From an optimization exercise on the open Yosys and OpenROAD flow, aimed at small area; shortcuts taken in it are not production practice. The RTL was checked by simulation tests, not by an equivalence proof against the original design. Power is estimated from default activity; no workload was simulated.

### design/flow/config.mk
export PLATFORM = sky130hd
export DESIGN_NAME = cfs
export DESIGN_NICKNAME = cfs
export VERILOG_FILES = /design/flow/design.v
export SDC_FILE = /design/flow/constraint.sdc
export NUM_CORES = 4
export LEC_CHECK = 0
export CAP_MARGIN = 20
export CORE_MARGIN = 2
export CORE_UTILIZATION = 40
export SLEW_MARGIN = 20
### design/flow/constraint.sdc
create_clock -name core_clock -period 6.0 [get_ports {clk}]
set_input_delay 1.2000 -clock core_clock [delete_from_list [all_inputs] [get_ports {clk}]]
set_output_delay 1.2000 -clock core_clock [all_outputs]
set_load 0.01 [all_outputs]
### design/flow/design.v
module cfs (
    input  wire        clk,
    input  wire        rst,         
    input  wire        start,
    output wire        busy,
    output reg         done,
    output reg  [2:0]  status,
    output reg  [2:0]  cause,
    output reg  [15:0] reading,
    output reg  [2:0]  ev,
    output wire        rx_req,
    input  wire        rx_valid,
    input  wire [7:0]  rx_data,
    input  wire        rx_timeout,
    input  wire        rx_error,
    output wire        tx_valid,
    output reg  [7:0]  tx_data,
    input  wire        tx_ready,
    input  wire        tx_error
);
    localparam [2:0] S_IDLE = 3'd0,
                     S_SEND = 3'd1,
                     S_HUNT = 3'd2,
                     S_ECHO = 3'd3,
                     S_BODY = 3'd4;
    localparam [2:0] ST_NONE    = 3'd0,
                     ST_OK      = 3'd1,
                     ST_WARMUP  = 3'd2,
                     ST_TIMEOUT = 3'd3,
                     ST_FAIL    = 3'd4;
    localparam [2:0] CA_NONE       = 3'd0,
                     CA_WRITE      = 3'd1,
                     CA_HUNT_READ  = 3'd2,
                     CA_ECHO_READ  = 3'd3,
                     CA_BODY_SHORT = 3'd4,
                     CA_BODY_READ  = 3'd5;
    localparam [2:0] EV_NONE    = 3'd0,
                     EV_TIMEOUT = 3'd1,
                     EV_CKSUM   = 3'd2,
                     EV_WARMUP  = 3'd3,
                     EV_FAIL    = 3'd4;
    localparam [7:0] START_BYTE = 8'hFF;
    localparam [7:0] CMD_BYTE   = 8'h86;
    reg [2:0] st;
    reg [3:0] txi;
    reg [2:0] idx;
    reg [7:0] frame [0:7];
    assign busy     = (st != S_IDLE);
    assign tx_valid = (st == S_SEND);
    assign rx_req   = (st == S_HUNT) || (st == S_ECHO) || (st == S_BODY);
    always @(*) begin
        case (txi)
            4'd0:    tx_data = 8'hFF;
            4'd1:    tx_data = 8'h01;
            4'd2:    tx_data = 8'h86;
            4'd8:    tx_data = 8'h79;
            default: tx_data = 8'h00;
        endcase
    end
    wire ev_err  = rx_req && rx_error;
    wire ev_byte = rx_req && !rx_error && rx_valid;
    wire ev_tmo  = rx_req && !rx_error && !rx_valid && rx_timeout;
    wire ev_txe  = tx_valid && tx_error;
    wire ev_txa  = tx_valid && !tx_error && tx_ready;
    wire [7:0] sum7 = frame[0] + frame[1] + frame[2] + frame[3]
                    + frame[4] + frame[5] + frame[6];
    wire [7:0] cksum = 8'd0 - sum7;
    wire       valid = (rx_data == cksum);
    wire [15:0] value = {8'd0, frame[2]} * 16'd255 + {8'd0, frame[3]};
    wire       sentinel = (value == 16'd409) || (value == 16'd499) ||
                          (value == 16'd515);
    always @(posedge clk) begin
        if (rst) begin
            st     <= S_IDLE;
            txi    <= 4'd0;
            idx    <= 3'd2;
            status <= ST_NONE;
            cause  <= CA_NONE;
            done   <= 1'b0;
            ev     <= EV_NONE;
        end else begin
            done <= 1'b0;
            ev   <= EV_NONE;
            case (st)
                S_IDLE: begin
                    if (start) begin
                        txi <= 4'd0;
                        st  <= S_SEND;
                    end
                end
                S_SEND: begin
                    if (ev_txe) begin
                        status <= ST_FAIL;
                        cause  <= CA_WRITE;
                        ev     <= EV_FAIL;
                        done   <= 1'b1;
                        st     <= S_IDLE;
                    end else if (ev_txa) begin
                        if (txi == 4'd8)
                            st <= S_HUNT;
                        else
                            txi <= txi + 4'd1;
                    end
                end
                S_HUNT: begin
                    if (ev_err) begin
                        status <= ST_FAIL;
                        cause  <= CA_HUNT_READ;
                        ev     <= EV_FAIL;
                        done   <= 1'b1;
                        st     <= S_IDLE;
                    end else if (ev_byte) begin
                        if (rx_data == START_BYTE) begin
                            frame[0] <= rx_data;
                            st       <= S_ECHO;
                        end
                    end else if (ev_tmo) begin
                        status <= ST_TIMEOUT;
                        cause  <= CA_NONE;
                        ev     <= EV_TIMEOUT;
                        done   <= 1'b1;
                        st     <= S_IDLE;
                    end
                end
                S_ECHO: begin
                    if (ev_err) begin
                        status <= ST_FAIL;
                        cause  <= CA_ECHO_READ;
                        ev     <= EV_FAIL;
                        done   <= 1'b1;
                        st     <= S_IDLE;
                    end else if (ev_byte) begin
                        if (rx_data == CMD_BYTE) begin
                            frame[1] <= rx_data;
                            idx      <= 3'd2;
                            st       <= S_BODY;
                        end else begin
                            st <= S_HUNT;
                        end
                    end else if (ev_tmo) begin
                        status <= ST_TIMEOUT;
                        cause  <= CA_NONE;
                        ev     <= EV_TIMEOUT;
                        done   <= 1'b1;
                        st     <= S_IDLE;
                    end
                end
                S_BODY: begin
                    if (ev_err) begin
                        status <= ST_FAIL;
                        cause  <= CA_BODY_READ;
                        ev     <= EV_FAIL;
                        done   <= 1'b1;
                        st     <= S_IDLE;
                    end else if (ev_byte) begin
                        frame[idx] <= rx_data;
                        if (idx != 3'd7) begin
                            idx <= idx + 3'd1;
                        end else if (!valid) begin
                            ev <= EV_CKSUM;
                            st <= S_HUNT;
                        end else begin
                            reading <= value;
                            status  <= sentinel ? ST_WARMUP : ST_OK;
                            cause   <= CA_NONE;
                            ev      <= sentinel ? EV_WARMUP : EV_NONE;
                            done    <= 1'b1;
                            st      <= S_IDLE;
                        end
                    end else if (ev_tmo) begin
                        status <= ST_FAIL;
                        cause  <= CA_BODY_SHORT;
                        ev     <= EV_FAIL;
                        done   <= 1'b1;
                        st     <= S_IDLE;
                    end
                end
                default: st <= S_IDLE;
            endcase
        end
    end
endmodule
### design/flow/run.sh
#!/bin/bash
# synth_recipe.tcl (not shown) runs the flow's synth.tcl, then flattens the netlist and writes it again
# the make line also repeats each setting of config.mk as NAME=value (left out here)
make -C /OpenROAD-flow-scripts/flow DESIGN_CONFIG=/design/flow/config.mk WORK_HOME=/design/flow/orfs CLKGATE_MAP_FILE= SYNTH_SCRIPT=/design/flow/synth_recipe.tcl finish
==> results of run 1 <==
## layer usage
layer  vias to the layer above  wire [µm]  GRT usage [%]  share of wire [%]
met5                         -          0              0                  0
met4                         0        247          5.787                1.8
met3                        11        395          2.102                2.9
met2                        88       6546          26.09                 49
met1                      2170       6255          21.85                 47
li1                       2158          -              -                  -
## registers in the layout, indices dropped and copies added (netlist names)
register and count:
idx 3, reading 16, status 3, cause 3
done 1, st 3, frame 56, txi 4
ev 3
## power breakdown
part           internal [W]  switching [W]  leakage (nW)   total, W
registers          0.000688     0.00000534         0.809   0.000694
logic             0.0000359      0.0000438          2.42  0.0000797
clock network      0.000317       0.000276         0.153   0.000593
## cell families after synthesis
kind of cell               Yosys count  share of synthesized area (%)
AOI/OAI and AO/OA                   87                          8.833
xor gates and xnor gates            36                          4.990
adders and majority gates          128                          30.74
buffers and inverters              162                          9.124
DFF                                 92                          37.30
muxes                                1                         0.1457
and+or+nand+nor                    119                          8.869
## synth_stat cells (2+ instances only)
master     count  area [µm²]
nand3b_1       2       15.01
xor2_1        13       113.9
nand4_1        3       18.77
ha_1          60       750.7
and3_1         3       18.77
a21oi_1       31       155.2
nand4b_1       3       26.28
a31oi_1        4       25.02
or2_2          2       12.51
inv_1        148       555.5
clkbuf_1       9       33.78
edfxtp_1      72        2162
a31o_2         2       17.52
nand3_1        6       30.03
o21ai_0       17       85.08
and2_1         2       12.51
nand2_1       19       71.32
nor3_1        18       90.09
fa_1          68        1361
nor2_1        35       131.4
a211o_1        2       17.52
a221oi_1       3       26.28
a2111oi_4      2       55.05
xnor3_1        2       45.04
dfxtp_1       20       400.4
xnor2_1       21       183.9
a211oi_1       3       22.52
o31ai_1        3       22.52
nor2b_1        7       43.79
buf_4          5       37.54
nor4_1         4       25.02
nor3b_1        4       30.03
a21o_1         4       30.03
nand2b_1       6       37.54
## worst max-delay path, stage by stage (launching register included)
cell	delay, ns
edfxtp_1	0.50
inv_1	0.21
fa_1	0.62
fa_1	0.45
fa_1	0.50
fa_1	0.42
inv_1	0.06
ha_1	0.28
and2_1	0.20
a221o_1	0.36
a2111oi_2	0.51
o31ai_1	0.15
nor3_1	0.20
o2111ai_2	0.25
or2_4	0.32
a2111oi_4	0.32
## area by class of cell
class	instances	share of cell area, %
Multi-Input combinational cell	371	46.52
Sequential cell	92	32.20
Inverter	148	6.980
Timing Repair Buffer	56	6.917
Tap cell	220	3.459
Clock buffer	10	3.144
Clock inverter	6	0.7860
## per-stage QoR
stage          cells  power [W]  util [%]  cell area, µm²  setup slack, ns
2_1_floorplan    625  0.0007460         -            6870           0.2249
3_3_place_gp     887  0.0007873     45.78            7646           0.5253
3_5_place_dp     887  0.0007877     45.78            7646           0.5292
4_1_cts          903   0.001383     47.66            7959           0.5118
5_1_grt          903   0.001414     47.66            7959           0.1951
6_report         903   0.001366     47.66            7959           0.5308
## worst paths after layout
path / from / end / slack, ns
worst max register to register: frame[2][5] / ev[0] / 0.53
worst min-delay path: status[0] / status[0] / 0.49
worst min register to register: status[0] / status[0] / 0.49
worst max-delay path: frame[2][5] / ev[0] / 0.53
==> impl_results.md, run 1 <==
* Max-cap violations at 0
* Later-pin clock latency in the skew report at 0.36 ns
* Hold_buf cts at 0
* Setup violations, final at 0
* Initial DRC count at 247
* Critical Path End Type: register
* Slew at the pin with the worst max-slew slack at 1.090 ns
* HPWL after DPL at 10460 µm
* Synth warnings at 1
* I/O pin count at 53
* Area of the multi-input gates at 3702 µm²
* Fmax at 0.1828 GHz
* Initial antenna violation count at 0
* Critical Path RT at 6.26 ns
* Mapped cell area at 6870 µm²
* Number of flops mapped to enable cells by yosys at 72
* Initial Util at 41.14%
* Mapped Cells at 625
* Post-synthesis sequential area ratio at 37.30%
* Async set or reset register ratio after synthesis at 0%
* Hold Crit Depth at 2
* Post-CTS resize count at 0
* Count of cell types in the netlist at 56
* GPL Wtd Cong at 0.8552
* Setup TNS Final at 0 ns
* Register area at 2562 µm²
* RSZ-0062 raised after global routing: false
* Global route total overflow at 0
* Antenna Cells at 0
* Mapped Nets at 769
* Rows at 47
* Worst-case clock buffer depth at 2
* Crit path arrival time at 5.73 ns
* Share of layout cells above drive strength 1 at 5.124%
* Pwr dens at 171.7 nW/µm²
* Syn Area/Cell at 10.99 µm²
* Tcrit/Tclk final at 91.15%
* Final ANT Viol Nets at 0
* Skew final at 0.01250 ns
* Layout area overhead at 15.84%
* Die Span X at 135.1 µm
* Routed length per instance at 14.89 µm
* Final WL at 13450 µm
* Root Driver: clkbuf_16
* Leakage power at 3.381 nW
* HP Class: register to register
* Seq cells post-synth at 92
* Drt drc at 0
* Aggregate global-route resource usage at 15.95%
* Post-synth top flop: edfxtp_1
* First-pass iteration count of the detailed router at 5
* Max-slew violations at 0
* Die extent in y at 135.1 µm
* Setup bufs post-CTS at 0
* H-Tree Depth at 3
* Most frequent cells in the layout: inv_1, edfxtp_1, fa_1
* Hold WS at 0.4858 ns
* Die ar. at 18240 µm²
* Total CTS buffers at 9
* Filler cells at 1544
* Pin count of the biggest net entering global routing at 22
* Status: finished clean
* CTS Sinks at 92
* CP startpoint kind: register
* Vias/cell at 4.903
* TritonCTS clock tree: built
* CTS clock-pin slew for the worst setup and hold paths at 0.08 ns
* Vias in the first global route at 4594
* Fin crit period at 5.469 ns
* Critical path class: register to register
* Via Count at 4427
* Critical path peak fanout at 5
* Port Buf Inserts at 52
* Peak supply drop at 0.1351 mV
* First-pass GRT wire length at 22630 µm
* Worst relative slew slack at 26.89%
* Commonest non-fill, non-tap cell in the layout: inv_1
* Nets@finish at 822
* Reg2reg path depth at 15
* Final Hold Vio Count at 0
* Core box area at 16700 µm²
==> run 2, diff against run 1 <==
==> design/flow/design.v (replaced) <==
module cfs (
    input  wire        clk,
    input  wire        rst,         
    input  wire        start,
    output wire        busy,
    output wire        done,
    output wire [2:0]  status,
    output wire [2:0]  cause,
    output wire [15:0] reading,
    output wire [2:0]  ev,
    output wire        rx_req,
    input  wire        rx_valid,
    input  wire [7:0]  rx_data,
    input  wire        rx_timeout,
    input  wire        rx_error,
    output wire        tx_valid,
    output wire [7:0]  tx_data,
    input  wire        tx_ready,
    input  wire        tx_error
);
    reg        tx;
    reg  [3:0] c;
    reg  [3:0] r;
    reg        dn;       
    reg        ckp;      
    reg  [7:0] hi, lo;   
    reg  [7:0] acc;      
    reg  [15:0] rd;      
    wire rx = ~tx & ~c[3];
    assign busy     = tx | ~c[3];
    assign tx_valid = tx;
    assign rx_req   = rx;
    assign done     = dn;
    assign status   = {r[3], r[1] & ~r[3], r[0] & ~r[3]};
    assign cause    = r[3] ? r[2:0] : 3'd0;
    assign ev       = {dn & r[3], ckp | (dn & ~r[3] & r[1] & ~r[0]), dn & ~r[3] & r[1]};
    wire t_a = c[2] & c[1] & c[0];         
    wire t_b = ~c[2] & ~c[1];
    wire t_0 = t_b & ~c[0];                
    wire t_2 = ~c[3] | (t_b & c[0]);       
    assign tx_data = {t_2, t_a, t_a, t_a, t_a, t_2, t_2, t_a | t_0};
    assign reading = rd - {8'd0, rd[15:8]};
    wire [7:0] sum  = acc + (rx_valid ? rx_data : 8'd0);
    wire       good = (sum == 8'd0);
    wire       sentinel = (hi == 8'd1 && (lo == 8'h9A || lo == 8'hF4)) ||
                          (hi == 8'd2 && lo == 8'h05);
    wire       byte_in = ~rx_error & rx_valid;
    always @(posedge clk) begin
        if (rx_valid && c[2:0] == 3'd2)
            hi <= rx_data;
        if (rx_valid && c[2:0] == 3'd3)
            lo <= rx_data;
        acc <= (c[2:1] == 2'b00) ? 8'h85 : sum;
        if (rx && byte_in && c[2:0] == 3'd7 && good)
            rd <= {hi, lo};
    end
    always @(posedge clk) begin
        dn  <= 1'b0;
        ckp <= 1'b0;
        if (rst) begin
            tx   <= 1'b0;
            c[3] <= 1'b1;
            r    <= 4'd0;
        end else if (tx) begin
            if (tx_error) begin
                tx   <= 1'b0;
                c[3] <= 1'b1;
                r    <= 4'b1001;
                dn   <= 1'b1;
            end else if (tx_ready) begin
                c <= c + 4'd1;
                if (c == 4'd15)
                    tx <= 1'b0;
            end
        end else if (c[3]) begin
            if (start) begin
                tx <= 1'b1;
                c  <= 4'd7;
            end
        end else begin
            if (rx_error) begin
                c[3] <= 1'b1;
                dn   <= 1'b1;
                r    <= (c[2:1] != 2'b00) ? 4'b1101 : {3'b101, c[0]};
            end else if (rx_valid) begin
                case (c[2:0])
                    3'd0: if (rx_data == 8'hFF) c[2:0] <= 3'd1;
                    3'd1: c[2:0] <= (rx_data == 8'h86) ? 3'd2 : 3'd0;
                    3'd7: begin
                        c[2:0] <= 3'd0;
                        if (good) begin
                            c[3] <= 1'b1;
                            dn   <= 1'b1;
                            r    <= sentinel ? 4'b0010 : 4'b0001;
                        end else begin
                            ckp  <= 1'b1;
                        end
                    end
                    default: c[2:0] <= c[2:0] + 3'd1;
                endcase
            end else if (rx_timeout) begin
                c[3] <= 1'b1;
                dn   <= 1'b1;
                r    <= (c[2:1] != 2'b00) ? 4'b1100 : 4'b0011;
            end
        end
    end
endmodule
==> impl_results.md, run 2 <==
* Max-slew violations at 0 (unchanged)
* Most frequent cells in the layout: clkdlybuf4s50_1, edfxtp_1, inv_1, nor2_1, ha_1 (was inv_1, edfxtp_1, fa_1)
* Number of flops mapped to enable cells by yosys at 35 (was 72)
* Setup TNS Final at 0 ns (unchanged)
* Hold_buf cts at 0 (unchanged)
* Seq cells post-synth at 51 (was 92)
* Synth warnings at 1 (unchanged)
* Final ANT Viol Nets at 0 (unchanged)
* Post-CTS resize count at 0 (unchanged)
* RSZ-0062 raised after global routing: false (unchanged)
* Worst relative slew slack at 48.09% (was 26.89%)
* Area of the multi-input gates at 1528 µm² (was 3702 µm²)
* Layout area overhead at 22.36% (was 15.84%)
* Largest reg by FF count: rd (was frame)
* Setup violations, final at 0 (unchanged)
* Cell area after layout at 3759 µm² (was 7959 µm²)
* Crit-path slowest cell: clkdlybuf4s50_1 (was fa_1)
* Slowest Stage Delay on Critical Path at 0.55 ns (was 0.62 ns)
* Total CTS buffers at 5 (was 9)
* Die extent in y at 91.63 µm (was 135.1 µm)
* Synth cell count leaders: edfxtp_1, inv_1, nor2_1 (was inv_1, edfxtp_1, fa_1)
* CP startpoint kind: register (unchanged)
* Post-synthesis sequential area ratio at 44.64% (was 37.30%)
* First-pass GRT wire length at 10790 µm (was 22630 µm)
* Critical Path End Type: primary output (was register)
* Final Hold Vio Count at 0 (unchanged)
* Post-synth top area share at 34.22% (was 31.47%)
* Mapped cell area at 3072 µm² (was 6870 µm²)
* Worst-case clock buffer depth at 2 (unchanged)
* Syn Area/Cell at 10.07 µm² (was 10.99 µm²)
* Critical Path RT at 4.80 ns (was 6.26 ns)
* Filler cells at 679 (was 1544)
* Nets@finish at 391 (was 822)
* Critical path peak fanout at 5 (unchanged)
* Antenna Cells at 0 (unchanged)
* Largest register FFs at 16 (was 56)
* Final Power at 0.0009591 W (was 0.001366 W)
* Routed length per instance at 14.23 µm (was 14.89 µm)
* Count of cell types in the netlist at 57 (was 56)
* Root Driver: clkbuf_8 (was clkbuf_16)
* I/O pin count at 53 (unchanged)
* Status: finished clean (unchanged)
* CP Cell Sequence: inv_1 > ha_1 > nor2b_1 > o21ai_0 > a21boi_0 > o211ai_1 > nand4b_1 > a211oi_1 > xnor2_1 > clkdlybuf4s50_1 (was inv_1 > fa_1 > fa_1 > fa_1 > fa_1 > inv_1 > ha_1 > and2_1 > a221o_1 > a2111oi_2 > o31ai_1 > nor3_1 > o2111ai_2 > or2_4 > a2111oi_4)
* Buf+Inv Stages, Crit Path at 2 (unchanged)
* First-pass iteration count of the detailed router at 5 (unchanged)
* Crit path arrival time at 3.26 ns (was 5.73 ns)
* Pin count of the biggest net entering global routing at 17 (was 22)
* HP Class: register to register (unchanged)
* Share of layout cells above drive strength 1 at 6.232% (was 5.124%)
* Fin crit period at 4.457 ns (was 5.469 ns)
* Rows at 31 (was 47)
* Drt drc at 0 (unchanged)
* Initial antenna violation count at 0 (unchanged)
* Global route total overflow at 0 (unchanged)
* Later-pin clock latency in the skew report at 0.30 ns (was 0.36 ns)
* Mapped Nets at 344 (was 769)
* TritonCTS clock tree: built (unchanged)
* Max-cap violations at 0 (unchanged)
* Register area at 1371 µm² (was 2562 µm²)
* Mapped Cells at 305 (was 625)
* Vias in the first global route at 2240 (was 4594)
* Post-synth top flop: edfxtp_1 (unchanged)
* CTS Sinks at 51 (was 92)
* Final WL at 6431 µm (was 13450 µm)
* Port Buf Inserts at 52 (unchanged)
* Dpl cell area at 3649 µm² (was 7646 µm²)
* Vias/cell at 5.124 (was 4.903)
* Fmax at 0.2244 GHz (was 0.1828 GHz)
* Die Span X at 91.63 µm (was 135.1 µm)
* CP top delay family: compound AO/OA/AOI/OAI gates (was adder cells)
* Commonest non-fill, non-tap cell in the layout: clkdlybuf4s50_1 (was inv_1)
* Skew final at 0.01079 ns (was 0.01250 ns)
* Post-synth top area cell: edfxtp_1 (unchanged)
* Initial Util at 41.90% (was 41.14%)
* Core box area at 7331 µm² (was 16700 µm²)
* Leakage power at 1.413 nW (was 3.381 nW)
* H-Tree Depth at 2 (was 3)
* Aggregate global-route resource usage at 15.89% (was 15.95%)
* Initial DRC count at 77 (was 247)
* Hold WS at 0.4541 ns (was 0.4858 ns)
* Critical path class: register to primary output (was register to register)
* Most area-consuming cells after synthesis: edfxtp_1, dfxtp_1, ha_1 (was edfxtp_1, fa_1, ha_1)
* Die ar. at 8396 µm² (was 18240 µm²)
* GPL Wtd Cong at 0.8442 (was 0.8552)
* Tcrit/Tclk final at 74.28% (was 91.15%)
* HPWL after DPL at 5137 µm (was 10460 µm)
* Pwr dens at 255.2 nW/µm² (was 171.7 nW/µm²)
* Peak supply drop at 0.1918 mV (was 0.1351 mV)
* CTS clock-pin slew for the worst setup and hold paths at 0.09 ns (was 0.08 ns)
* Via Count at 2316 (was 4427)
* Slew at the pin with the worst max-slew slack at 0.7758 ns (was 1.090 ns)
* Setup bufs post-CTS at 0 (unchanged)
* Cell with the most instances after synthesis: edfxtp_1 (was inv_1)
* Async set or reset register ratio after synthesis at 0% (unchanged)
==> run 2: cell types whose count changed after synthesis, moves of 11 or more <==
cell      previous run  this run
edfxtp_1            72        35
fa_1                68         2
xor2_1              13         2
a21oi_1             31        15
ha_1                60        21
inv_1              148        26
==> run 2: worst register-to-register path, delay by kind of cell (launching register included) <==
kind | cells | cell delay [ns]
AO/OA/AOI/OAI | 5 | 1.26
adder cells (fa/ha/maj) | 2 | 0.60
flip-flops | 1 | 0.33
AND/OR/NAND/NOR | 1 | 0.21
XOR/XNOR | 1 | 0.19
buffers and inverters | 1 | 0.07
==> run 2: metal layers <==
metal,vias up,wire length [µm],track usage [%]
met4,0,62,3.788
met5,-,0,0
met3,6,285,2.219
met2,63,3267,28.49
met1,1063,2816,20.15
li1,1184,-,-
==> run 2: logic make-up after synthesis <==
| logic type | after synthesis | share of synthesized area, % |
|---|---|---|
| xor gates and xnor gates | 16 | 4.562 |
| adders and majority gates | 23 | 9.857 |
| DFF | 51 | 44.64 |
| and+or+nand+nor | 116 | 20.45 |
| muxes | 1 | 0.3666 |
| buffers and inverters | 39 | 5.784 |
| AOI/OAI and AO/OA | 59 | 14.34 |
==> run 2: where the power goes <==
part / internal, W / switching [W] / total (W)
Clock: 0.000124 / 0.000109 / 0.000234
Sequential: 0.000413 / 0.0000194 / 0.000432
Combinational: 0.000135 / 0.000159 / 0.000294
Total: 0.000672 / 0.000288 / 0.000959
==> run 2: per-stage QoR <==
step                      setup slack [ns]  utilization, %  std cells
after floorplan                      1.602               -        305
after global placement               1.602           49.77        444
after detailed placement             1.422           49.77        444
after CTS                            1.487           51.27        452
after global routing                 1.273           51.27        452
final                                1.543           51.27        452
==> run 2: cell type report <==
type | instances | area share, %
Clock inverter | 2 | 0.9987
Clock buffer | 6 | 1.931
Multi-Input combinational cell | 215 | 40.65
Sequential cell | 51 | 36.48
Timing Repair Buffer | 53 | 14.05
Tap cell | 99 | 3.296
Inverter | 26 | 2.597
==> run 2: final timing paths <==
| kind | start | to | slack [ns] | cells after the start |
|---|---|---|---|---|
| setup / recovery | rd[9] | reading[11] | 1.54 | 10 |
| hold / removal | hi[5] | rd[13] | 0.45 | 0 |
| setup reg to reg | acc[0] | r[3] | 3.21 | 10 |
| hold reg to reg | hi[5] | rd[13] | 0.45 | 0 |
==> run 3, diff against run 2 <==
--- a/design/flow/design.v
+++ b/design/flow/design.v
@@ -6,7 +6,7 @@
     output wire        done,
     output wire [2:0]  status,
     output wire [2:0]  cause,
-    output wire [15:0] reading,
+    output reg  [15:0] reading,
     output wire [2:0]  ev,
     output wire        rx_req,
     input  wire        rx_valid,
@@ -23,9 +23,8 @@
     reg  [3:0] r;
     reg        dn;       
     reg        ckp;      
-    reg  [7:0] hi, lo;   
-    reg  [7:0] acc;      
-    reg  [15:0] rd;      
+    reg  [7:0] nh, lo;   
+    reg  [7:0] nacc;     
     wire rx = ~tx & ~c[3];
     assign busy     = tx | ~c[3];
     assign tx_valid = tx;
@@ -39,20 +38,44 @@
     wire t_0 = t_b & ~c[0];                
     wire t_2 = ~c[3] | (t_b & c[0]);       
     assign tx_data = {t_2, t_a, t_a, t_a, t_a, t_2, t_2, t_a | t_0};
-    assign reading = rd - {8'd0, rd[15:8]};
-    wire [7:0] sum  = acc + (rx_valid ? rx_data : 8'd0);
-    wire       good = (sum == 8'd0);
-    wire       sentinel = (hi == 8'd1 && (lo == 8'h9A || lo == 8'hF4)) ||
-                          (hi == 8'd2 && lo == 8'h05);
+    genvar i;
+    wire [7:0] ng = ~(rx_data & {8{rx_valid}});
+    wire [8:0] dc;
+    wire [7:0] dl, dz;
+    assign dc[0] = 1'b1;
+    generate
+        for (i = 0; i < 8; i = i + 1) begin : g_dec
+            assign dl[i]   = lo[i] ^ nh[i] ^ dc[i];
+            assign dc[i+1] = (lo[i] & nh[i]) | (dc[i] & (lo[i] ^ nh[i]));
+            if (i == 0) begin : g_z0
+                assign dz[i] = ~dc[8];
+            end else begin : g_z
+                assign dz[i] = dz[i-1] & nh[i-1];
+            end
+        end
+    endgenerate
+    wire [15:0] value = {nh ~^ dz, dl};
+    wire [8:0] ac;
+    wire [7:0] nsum;
+    assign ac[0] = 1'b1;
+    generate
+        for (i = 0; i < 8; i = i + 1) begin : g_acc
+            assign nsum[i]  = nacc[i] ^ ng[i] ^ ac[i];
+            assign ac[i+1] = (nacc[i] & ng[i]) | (ac[i] & (nacc[i] ^ ng[i]));
+        end
+    endgenerate
+    wire       good = &nsum;
+    wire       sentinel = (nh == 8'hFE && (lo == 8'h9A || lo == 8'hF4)) ||
+                          (nh == 8'hFD && lo == 8'h05);
     wire       byte_in = ~rx_error & rx_valid;
     always @(posedge clk) begin
         if (rx_valid && c[2:0] == 3'd2)
-            hi <= rx_data;
+            nh <= ng;
         if (rx_valid && c[2:0] == 3'd3)
             lo <= rx_data;
-        acc <= (c[2:1] == 2'b00) ? 8'h85 : sum;
+        nacc <= (c[2:1] == 2'b00) ? 8'h7A : nsum;
         if (rx && byte_in && c[2:0] == 3'd7 && good)
-            rd <= {hi, lo};
+            reading <= value;
     end
     always @(posedge clk) begin
         dn  <= 1'b0;
==> design/flow/flow/run.sh (new file) <==
#!/bin/bash
set -euo pipefail
export BUFFER_PORTS_ARGS="-buffer_cell sky130_fd_sc_hd__buf_1"
bash standard.sh > standard_flow.log 2>&1
==> design/flow/standard.sh (new file) <==
#!/bin/bash
# synth_recipe.tcl (not shown) runs the flow's synth.tcl, then flattens the netlist and writes it again
# the make line also repeats each setting of config.mk as NAME=value (left out here)
make -C /OpenROAD-flow-scripts/flow DESIGN_CONFIG=/design/flow/config.mk WORK_HOME=/design/flow/orfs CLKGATE_MAP_FILE= SYNTH_SCRIPT=/design/flow/synth_recipe.tcl "${@:-finish}"
removed: design/flow/run.sh
==> impl_results.md, run 3 <==
* Status: finished clean (unchanged)
* Post-synth top area share at 38.91% (was 34.22%)
* Post-CTS resize count at 0 (unchanged)
* CP startpoint kind: input port (was register)
* Global route total overflow at 0 (unchanged)
* Mapped cell area at 2701 µm² (was 3072 µm²)
* Share of layout cells above drive strength 1 at 6.028% (was 6.232%)
* Cell with the most instances after synthesis: edfxtp_1 (unchanged)
* Leakage power at 1.159 nW (was 1.413 nW)
* Crit path arrival time at 5.10 ns (was 3.26 ns)
* Fin crit period at 4.923 ns (was 4.457 ns)
* CP Cell Sequence: buf_1 > buf_4 > nand2_1 > fa_1 > fa_1 > fa_1 > fa_1 > inv_1 > fa_1 > inv_1 > fa_1 > nand2_1 > or3_4 > o31a_4 > nor4_2 > a211oi_1 (was inv_1 > ha_1 > nor2b_1 > o21ai_0 > a21boi_0 > o211ai_1 > nand4b_1 > a211oi_1 > xnor2_1 > clkdlybuf4s50_1)
* HP Class: register to register (unchanged)
* Via Count at 1801 (was 2316)
* Slowest Stage Delay on Critical Path at 0.49 ns (was 0.55 ns)
* Critical path peak fanout at 15 (was 5)
* Rows at 29 (was 31)
* Async set or reset register ratio after synthesis at 0% (unchanged)
* CTS Sinks at 51 (unchanged)
* Critical Path End Type: register (was primary output)
* Synth warnings at 1 (unchanged)
* Setup violations, final at 0 (unchanged)
* Hold Crit Depth at 2 (was 0)
* Pwr dens at 269.3 nW/µm² (was 255.2 nW/µm²)
* Post-synth top flop: edfxtp_1 (unchanged)
* Seq cells post-synth at 51 (unchanged)
* HPWL after DPL at 4001 µm (was 5137 µm)
* Die ar. at 7427 µm² (was 8396 µm²)
* Tcrit/Tclk final at 82.05% (was 74.28%)
* Most used cell, CP: fa_1
* Root Driver: clkbuf_8 (unchanged)
* Die extent in y at 86.18 µm (was 91.63 µm)
* Slew at the pin with the worst max-slew slack at 0.5827 ns (was 0.7758 ns)
* Layout area overhead at 12.14% (was 22.36%)
* Syn Area/Cell at 11.59 µm² (was 10.07 µm²)
* GPL Wtd Cong at 0.7967 (was 0.8442)
* Pin count of the biggest net entering global routing at 19 (was 17)
* Mapped Nets at 277 (was 344)
* Synth cell count leaders: edfxtp_1, inv_1, nand2_1 (was edfxtp_1, inv_1, nor2_1)
* I/O pin count at 53 (unchanged)
* Mapped Cells at 233 (was 305)
* TritonCTS clock tree: built (unchanged)
* Vias in the first global route at 1686 (was 2240)
* Total CTS buffers at 5 (unchanged)
* First-pass GRT wire length at 8418 µm (was 10790 µm)
* Post-synth top area cell: edfxtp_1 (unchanged)
* Initial Util at 41.82% (was 41.90%)
* Largest register FFs at 16 (unchanged)
* Final ANT Viol Nets at 0 (unchanged)
* Routed length per instance at 14.40 µm (was 14.23 µm)
* Largest reg by FF count: reading (was rd)
* Worst relative slew slack at 60.88% (was 48.09%)
* Number of flops mapped to enable cells by yosys at 35 (unchanged)
* CTS clock-pin slew for the worst setup and hold paths at 0.09 ns (about the same)
* Aggregate global-route resource usage at 14.68% (was 15.89%)
* Peak supply drop at 0.1091 mV (was 0.1918 mV)
* Initial antenna violation count at 0 (unchanged)
* Most area-consuming cells after synthesis: edfxtp_1, dfxtp_1, fa_1 (was edfxtp_1, dfxtp_1, ha_1)
* Final Power at 0.0008158 W (was 0.0009591 W)
* Core box area at 6459 µm² (was 7331 µm²)
* Later-pin clock latency in the skew report at 0.31 ns (was 0.30 ns)
* RSZ-0062 raised after global routing: false (unchanged)
* First-pass iteration count of the detailed router at 4 (was 5)
* Drt drc at 0 (unchanged)
* Count of cell types in the netlist at 45 (was 57)
* Initial DRC count at 69 (was 77)
* Port Buf Inserts at 52 (unchanged)
* Most frequent cells in the layout: buf_1, edfxtp_1, inv_1 (was clkdlybuf4s50_1, edfxtp_1, inv_1, nor2_1, ha_1)
* Critical Path RT at 6.18 ns (was 4.80 ns)
* Final WL at 5168 µm (was 6431 µm)
* Reg2reg path depth at 19 (was 10)
* Worst-case clock buffer depth at 2 (unchanged)
* Placed cell count at 351 (was 444)
* Skew final at 0.007417 ns (was 0.01079 ns)
* Antenna Cells at 0 (unchanged)
* Post-layout instance count excluding filler cells at 359 (was 452)
* Fmax at 0.2031 GHz (was 0.2244 GHz)
* Nets@finish at 325 (was 391)
* H-Tree Depth at 2 (unchanged)
* Post-synthesis sequential area ratio at 50.76% (was 44.64%)
* Max-cap violations at 0 (unchanged)
* Hold_buf cts at 0 (unchanged)
* Crit-path slowest cell: fa_1 (was clkdlybuf4s50_1)
* Filler cells at 638 (was 679)
* Vias/cell at 5.017 (was 5.124)
* Commonest non-fill, non-tap cell in the layout: buf_1 (was clkdlybuf4s50_1)
* Die Span X at 86.18 µm (was 91.63 µm)
* Setup bufs post-CTS at 0 (unchanged)
* Max-slew violations at 0 (unchanged)
* Core Util, Final at 46.90% (was 51.27%)
* Hold WS at 0.4980 ns (was 0.4541 ns)
* Final Hold Vio Count at 0 (unchanged)
* Critical path class: input port to register (was register to primary output)
* Setup TNS Final at 0 ns (unchanged)
[run 3: cell types whose count changed in the layout (fill, tap and decap cells not counted), moves of 4 or more]
cell / before / now
a21oi_1: 15 / 9
nor2_1: 26 / 15
nand3b_1: 4 / 0
clkdlybuf4s50_1: 52 / 0
fa_1: 2 / 13
o21ai_0: 11 / 7
buf_1: 0 / 52
nand3_1: 9 / 2
xnor2_1: 14 / 2
nand2b_1: 1 / 8
nor3_1: 8 / 1
ha_1: 21 / 15
nor2b_1: 9 / 5
[run 3: power breakdown]
group          switching, W  internal, W
sequential        0.0000261     0.000413
combinational      0.000102    0.0000779
clock              0.000115    0.0000818
[run 3: cell type report]
type | instances | area (µm²) | area share (%)
flip-flops and latches | 51 | 1371 | 45.27
well taps | 77 | 96.34 | 3.180
inverters | 27 | 101.3 | 3.346
clock inverters | 2 | 12.51 | 0.4131
multi-input cells | 142 | 1165 | 38.46
repair buffers | 54 | 210.2 | 6.939
clock buffers | 6 | 72.57 | 2.396
[run 3: metal layers]
metal | track usage [%] | part of all wire, % | up-vias
met2 | 23.40 | 48 | 44
li1 | - | - | 900
met4 | 5.114 | 1.7 | 0
met5 | 0 | 0 | -
met1 | 19.81 | 47 | 850
met3 | 3.429 | 3.8 | 7
[run 3: final timing paths]
path,start,endpoint,slack (ns)
setup / recovery,rx_valid,r[3],1.08
hold / removal,r[1],r[1],0.50
setup reg to reg,nh[0],reading[15],1.13
hold reg to reg,r[1],r[1],0.50
[run 3: cells by family (layout without fill, tap and decap cells)]
kind of cell	after synthesis	in the layout	synth area share (%)
flops	51	51	50.76
fa+ha+maj	28	28	16.58
buf+inv	40	89	6.670
xor+xnor	3	3	0.9729
simple gates	79	79	16.63
compound gates	32	32	8.384
[run 3: critical path: cells and delay by family]
family	cells	cell delay (ns)
simple gates	4	0.74
compound gates	2	0.46
buf+inv	4	0.49
fa+ha+maj	6	2.21
[run 3: metrics by stage]
| step | worst slack (ns) | area (µm²) |
|---|---|---|
| after detailed placement | 0.7386 | 2944 |
| after global placement | 0.8205 | 2944 |
| after CTS | 1.097 | 3029 |
| after global routing | 0.7826 | 3029 |
| final | 1.077 | 3029 |
| after floorplan | 0.2806 | 2708 |

-- what the ideal ports hide --
In the flow no input, the clock included, has a driving cell. The finished layouts below were timed again as built, in two steps.
Step 1 sets driving cells, clkbuf_16 on the clock port and buf_2 on the other inputs (assumed; they add their load-dependent delay and slew).
Step 2 adds t to the input delays and takes it off the output delays; t is the mean of the earliest and latest rising clock arrival at the registers after step 1. Input paths then give back, and output paths get back, about the clock's delay inside the block.
Slacks: ideal ports / drivers / drivers and shift; pairs: ideal ports / drivers.
| run | shift t [ns] | setup WS [ns] | clock arrival spread, ns | worst data-port slew with drivers (ns) |
|---|---|---|---|---|
| run 1 | 0.395 | 0.531 / 0.531 / 0.531 | 0.012 / 0.013 | 0.04 |
| run 2 | 0.326 | 1.543 / 1.513 / 1.382 | 0.011 / 0.011 | 0.03 |
| run 3 | 0.332 | 1.077 / 1.052 / 0.720 | 0.007 / 0.007 | 0.05 |
After both steps setup and hold are still met in every run listed. For run 3, which loses most, drivers alone change the setup slack by -0.025 ns; drivers and shift together by -0.357 ns.
